Source: an optimization exercise on an open RTL-to-GDS flow (aim: small area). Production flows keep margins and buffers that such runs may drop. In this exercise RTL edits were held to simulation tests only and were not proved equivalent to the original.

==> inputs of build 74 <==
==> flow/design.v <==
module uavtalk_txn_entry (
    input  wire        clk,
    input  wire        valid,
    input  wire [31:0] cmd_obj,
    input  wire [15:0] cmd_inst,
    input  wire        resp_we,
    input  wire        resp_in,
    output wire        exact,         
    output wire        wild,          
    output reg         resp           
);
    reg [31:0] obj;
    reg [15:0] inst;
    always @(posedge clk) begin
        if (!valid) begin
            obj  <= cmd_obj;
            inst <= cmd_inst;
        end
        if (resp_we)
            resp <= resp_in;
    end
    wire obj_eq = obj == cmd_obj;
    assign exact = valid && obj_eq && inst == cmd_inst;
    assign wild  = valid && obj_eq && &inst;
endmodule
module uavtalk_txn #(
    parameter DEPTH = 16
) (
    input  wire        clk,
    input  wire        rst,           
    input  wire        cmd_valid,
    input  wire [2:0]  cmd_op,
    input  wire [31:0] cmd_obj,
    input  wire [15:0] cmd_inst,
    output reg         rsp_valid,
    output reg         rsp_hit,
    output reg         rsp_full,
    output reg         note_valid,
    output reg         note_fail,
    output reg  [31:0] note_obj,
    output reg  [15:0] note_inst
);
    localparam [2:0] OP_OPEN_OBJ = 3'd0,    
                     OP_OPEN_ACK = 3'd1,    
                     OP_RX_OBJ   = 3'd2,
                     OP_RX_ACK   = 3'd3,
                     OP_RX_NACK  = 3'd4,
                     OP_CANCEL   = 3'd5;
    localparam [15:0] ALL_INST = 16'hFFFF;
    reg  [DEPTH-1:0] t_valid;
    wire [DEPTH-1:0] exact_v, wild_v, t_resp, resp_we;
    wire             want_ack = cmd_op[0];
    genvar g;
    generate
        for (g = 0; g < DEPTH; g = g + 1) begin : ent
            uavtalk_txn_entry u (
                .clk(clk), .valid(t_valid[g]), .cmd_obj(cmd_obj), .cmd_inst(cmd_inst),
                .resp_we(resp_we[g]), .resp_in(want_ack),
                .exact(exact_v[g]), .wild(wild_v[g]), .resp(t_resp[g]));
        end
    endgenerate
    wire exact_hit = |exact_v;
    wire wild_hit  = |wild_v;
    wire find_hit  = exact_hit | wild_hit;
    wire [DEPTH-1:0] find_v = exact_hit ? exact_v : wild_v;
    wire find_resp = |(find_v & t_resp);
    reg [DEPTH-1:0] free_v;
    reg             seen;
    integer f;
    always @* begin
        seen = 1'b0;
        for (f = 0; f < DEPTH; f = f + 1) begin
            free_v[f] = !t_valid[f] && !seen;
            seen      = seen | !t_valid[f];
        end
    end
    wire free_found = ~&t_valid;
    wire is_open   = (cmd_op == OP_OPEN_OBJ) || (cmd_op == OP_OPEN_ACK);
    wire is_rx     = (cmd_op == OP_RX_OBJ) || (cmd_op == OP_RX_ACK);
    wire inst_all  = cmd_inst == ALL_INST;
    wire inst_zero = cmd_inst == 16'h0000;
    wire do_open  = is_open && (exact_hit || free_found);
    wire rx_ok    = !inst_all && find_hit && (find_resp == want_ack) &&
                    (exact_hit || inst_zero);
    wire do_close = (is_rx && rx_ok) ||
                    (cmd_op == OP_RX_NACK && find_hit) ||
                    (cmd_op == OP_CANCEL  && find_hit);
    wire act = cmd_valid && !rst;
    wire [DEPTH-1:0] set_v = (act && is_open && !exact_hit) ? free_v : {DEPTH{1'b0}};
    wire [DEPTH-1:0] clr_v = (act && do_close) ? find_v : {DEPTH{1'b0}};
    assign resp_we = ~t_valid | ((act && is_open) ? exact_v : {DEPTH{1'b0}});
    always @(posedge clk) begin
        if (rst)
            t_valid <= {DEPTH{1'b0}};
        else
            t_valid <= (t_valid | set_v) & ~clr_v;
    end
    always @(posedge clk) begin
        if (rst) begin
            rsp_valid  <= 1'b0;
            note_valid <= 1'b0;
        end else begin
            rsp_valid  <= cmd_valid;
            note_valid <= cmd_valid && do_close;
        end
        rsp_hit   <= do_open | do_close;
        rsp_full  <= is_open && !do_open;
        note_fail <= cmd_op == OP_CANCEL;
        note_obj  <= cmd_obj;
        note_inst <= exact_hit ? cmd_inst : ALL_INST;
    end
endmodule
==> flow/flow/run.sh <==
#!/bin/bash
set -euo pipefail
export BUFFER_PORTS_ARGS="-buffer_cell sky130_fd_sc_hd__buf_1"
export CTS_ARGS="-sink_clustering_enable -repair_clock_nets -sink_clustering_size 18 -sink_clustering_max_diameter 60 -buf_list sky130_fd_sc_hd__clkbuf_8 -dont_use_dummy_load"
bash standard.sh > standard.log 2>&1
==> flow/standard.sh <==
#!/bin/bash
# synth_recipe.tcl (not shown) runs the flow's synth.tcl, then flattens the netlist and writes it again
# the make line also repeats each setting of config.mk as NAME=value (left out here)
make -C /OpenROAD-flow-scripts/flow DESIGN_CONFIG=/design/flow/config.mk WORK_HOME=/design/flow/orfs CLKGATE_MAP_FILE= SYNTH_SCRIPT=/design/flow/synth_recipe.tcl "${@:-finish}"
==> flow/config.mk <==
export PLATFORM = sky130hd
export DESIGN_NAME = uavtalk_txn
export DESIGN_NICKNAME = uavtalk_txn
export VERILOG_FILES = /design/flow/design.v
export SDC_FILE = /design/flow/constraint.sdc
export NUM_CORES = 4
export LEC_CHECK = 0
export CAP_MARGIN = 0
export CORE_MARGIN = 2
export CORE_UTILIZATION = 70
export CTS_BUF_LIST = sky130_fd_sc_hd__clkbuf_8
export CTS_CLUSTER_DIAMETER = 60
export CTS_CLUSTER_SIZE = 18
export SLEW_MARGIN = 0
export SYNTH_HIERARCHICAL = 1
==> flow/constraint.sdc <==
create_clock -name core_clock -period 10.0 [get_ports {clk}]
set_input_delay 2.0000 -clock core_clock [delete_from_list [all_inputs] [get_ports {clk}]]
set_output_delay 2.0000 -clock core_clock [all_outputs]
set_load 0.01 [all_outputs]
==> inputs of trial 76, as changes to build 74 <==
==> flow/design.v, changed modules only <==
module uavtalk_txn #(
    parameter DEPTH = 16
) (
    input  wire        clk,
    input  wire        rst,           
    input  wire        cmd_valid,
    input  wire [2:0]  cmd_op,
    input  wire [31:0] cmd_obj,
    input  wire [15:0] cmd_inst,
    output reg         rsp_valid,
    output reg         rsp_hit,
    output reg         rsp_full,
    output reg         note_valid,
    output reg         note_fail,
    output reg  [31:0] note_obj,
    output reg  [15:0] note_inst
);
    localparam [2:0] OP_OPEN_OBJ = 3'd0,    
                     OP_OPEN_ACK = 3'd1,    
                     OP_RX_OBJ   = 3'd2,
                     OP_RX_ACK   = 3'd3,
                     OP_RX_NACK  = 3'd4,
                     OP_CANCEL   = 3'd5;
    localparam [15:0] ALL_INST = 16'hFFFF;
    reg [DEPTH-1:0] t_valid;
    reg [31:0]      t_obj   [0:DEPTH-1];
    reg [15:0]      t_inst  [0:DEPTH-1];
    reg [DEPTH-1:0] t_resp;               
    reg [DEPTH-1:0] exact_v, wild_v;
    integer e;
    always @* begin
        for (e = 0; e < DEPTH; e = e + 1) begin
            exact_v[e] = t_valid[e] && t_obj[e] == cmd_obj && t_inst[e] == cmd_inst;
            wild_v[e]  = t_valid[e] && t_obj[e] == cmd_obj && t_inst[e] == ALL_INST;
        end
    end
    wire exact_hit = |exact_v;
    wire wild_hit  = |wild_v;
    wire find_hit  = exact_hit | wild_hit;
    wire [DEPTH-1:0] find_v = exact_hit ? exact_v : wild_v;
    wire find_resp = |(find_v & t_resp);
    reg [DEPTH-1:0] free_v;
    reg             seen;
    integer f;
    always @* begin
        seen = 1'b0;
        for (f = 0; f < DEPTH; f = f + 1) begin
            free_v[f] = !t_valid[f] && !seen;
            seen      = seen | !t_valid[f];
        end
    end
    wire free_found = ~&t_valid;
    wire is_open   = (cmd_op == OP_OPEN_OBJ) || (cmd_op == OP_OPEN_ACK);
    wire is_rx     = (cmd_op == OP_RX_OBJ) || (cmd_op == OP_RX_ACK);
    wire want_ack  = cmd_op[0];
    wire inst_all  = cmd_inst == ALL_INST;
    wire inst_zero = cmd_inst == 16'h0000;
    wire do_open  = is_open && (exact_hit || free_found);
    wire rx_ok    = !inst_all && find_hit && (find_resp == want_ack) &&
                    (exact_hit || inst_zero);
    wire do_close = (is_rx && rx_ok) ||
                    (cmd_op == OP_RX_NACK && find_hit) ||
                    (cmd_op == OP_CANCEL  && find_hit);
    wire act       = cmd_valid && !rst;
    wire [DEPTH-1:0] set_v = (act && is_open && !exact_hit) ? free_v : {DEPTH{1'b0}};
    wire [DEPTH-1:0] clr_v = (act && do_close) ? find_v : {DEPTH{1'b0}};
    wire [DEPTH-1:0] resp_we = ~t_valid | ((act && is_open) ? exact_v : {DEPTH{1'b0}});
    integer w;
    always @(posedge clk) begin
        for (w = 0; w < DEPTH; w = w + 1) begin
            if (!t_valid[w]) begin
                t_obj[w]  <= cmd_obj;
                t_inst[w] <= cmd_inst;
            end
            if (resp_we[w])
                t_resp[w] <= want_ack;
        end
    end
    always @(posedge clk) begin
        if (rst)
            t_valid <= {DEPTH{1'b0}};
        else
            t_valid <= (t_valid | set_v) & ~clr_v;
    end
    always @(posedge clk) begin
        if (rst) begin
            rsp_valid  <= 1'b0;
            note_valid <= 1'b0;
        end else begin
            rsp_valid  <= cmd_valid;
            note_valid <= cmd_valid && do_close;
        end
        rsp_hit   <= do_open | do_close;
        rsp_full  <= is_open && !do_open;
        note_fail <= cmd_op == OP_CANCEL;
        note_obj  <= cmd_obj;
        note_inst <= exact_hit ? cmd_inst : ALL_INST;
    end
endmodule
// module uavtalk_txn_entry removed
==> flow/run.sh (new file) <==
#!/bin/bash
# synth_recipe.tcl (not shown) runs the flow's synth.tcl, then flattens the netlist and writes it again
# the make line also repeats each setting of config.mk as NAME=value (left out here)
make -C /OpenROAD-flow-scripts/flow DESIGN_CONFIG=/design/flow/config.mk WORK_HOME=/design/flow/orfs CLKGATE_MAP_FILE= SYNTH_SCRIPT=/design/flow/synth_recipe.tcl finish
Settings changed: CORE_UTILIZATION 70 to 60, CTS_CLUSTER_DIAMETER 60 to default, CTS_CLUSTER_SIZE 18 to 30, SYNTH_HIERARCHICAL 1 to default.
removed: flow/flow/run.sh
removed: flow/standard.sh
==> inputs of build 17, as changes to build 74 <==
Settings changed: CORE_UTILIZATION 70 to 85.
==> summary of the runs <==
Trial 76 finished clean. Build 17 went through all stages and came out clean. Build 74 passed the timing, DRC and antenna checks.
Between build 74 and trial 76, the lower fmax is in build 74 (gap 16%, measured against trial 76).
The highest register-to-register slack belongs to trial 76, the lowest to build 17.
Against build 17, the synthesized cell count of trial 76 is higher by about 24%.
In build 17 the synthesized area is smaller than in trial 76, by about 8%.
Against build 74, the design area of trial 76 is larger by 14%.
Against trial 76, the via count of build 17 is lower by about 14%.
Routed wire length, lowest first: build 74, build 17, trial 76.
Final cell count: trial 76 > build 74 > build 17.

==> re-timing with driven ports <==
The flow's constraints put no driver on any port. The routed layouts listed below were extracted and timed again, unchanged, in two steps. Step 1: set_driving_cell puts a clkbuf_16 on clk and a buf_2 on each other input, an assumption about the parent block. Step 2 times the ports against the registers' clock, not the clock port: input delays grow and output delays shrink by t, the midpoint of the rising clock arrivals with the driver on. Three values: ideal, step 1, step 2; two values: the first two.
run | shift t [ns] | setup WS [ns] | worst hold slack (ns) | worst setup path after step 2 | latest minus earliest clock arrival (ns)
build 74 | 0.743 | 2.948 / 2.983 / 2.240 | 0.531 / 0.531 / 0.531 | input to register | 0.058 / 0.058
trial 76 | 0.863 | 4.072 / 4.110 / 3.246 | 0.554 / 0.554 / 0.554 | input to register | 0.039 / 0.039
build 17 | 0.751 | 2.614 / 2.645 / 1.894 | 0.569 / 0.569 / 0.569 | input to register | 0.071 / 0.072
After both steps setup and hold are still met in every run listed. For trial 76, which loses most, drivers alone change the setup slack by +0.038 ns; drivers and shift together by -0.826 ns.
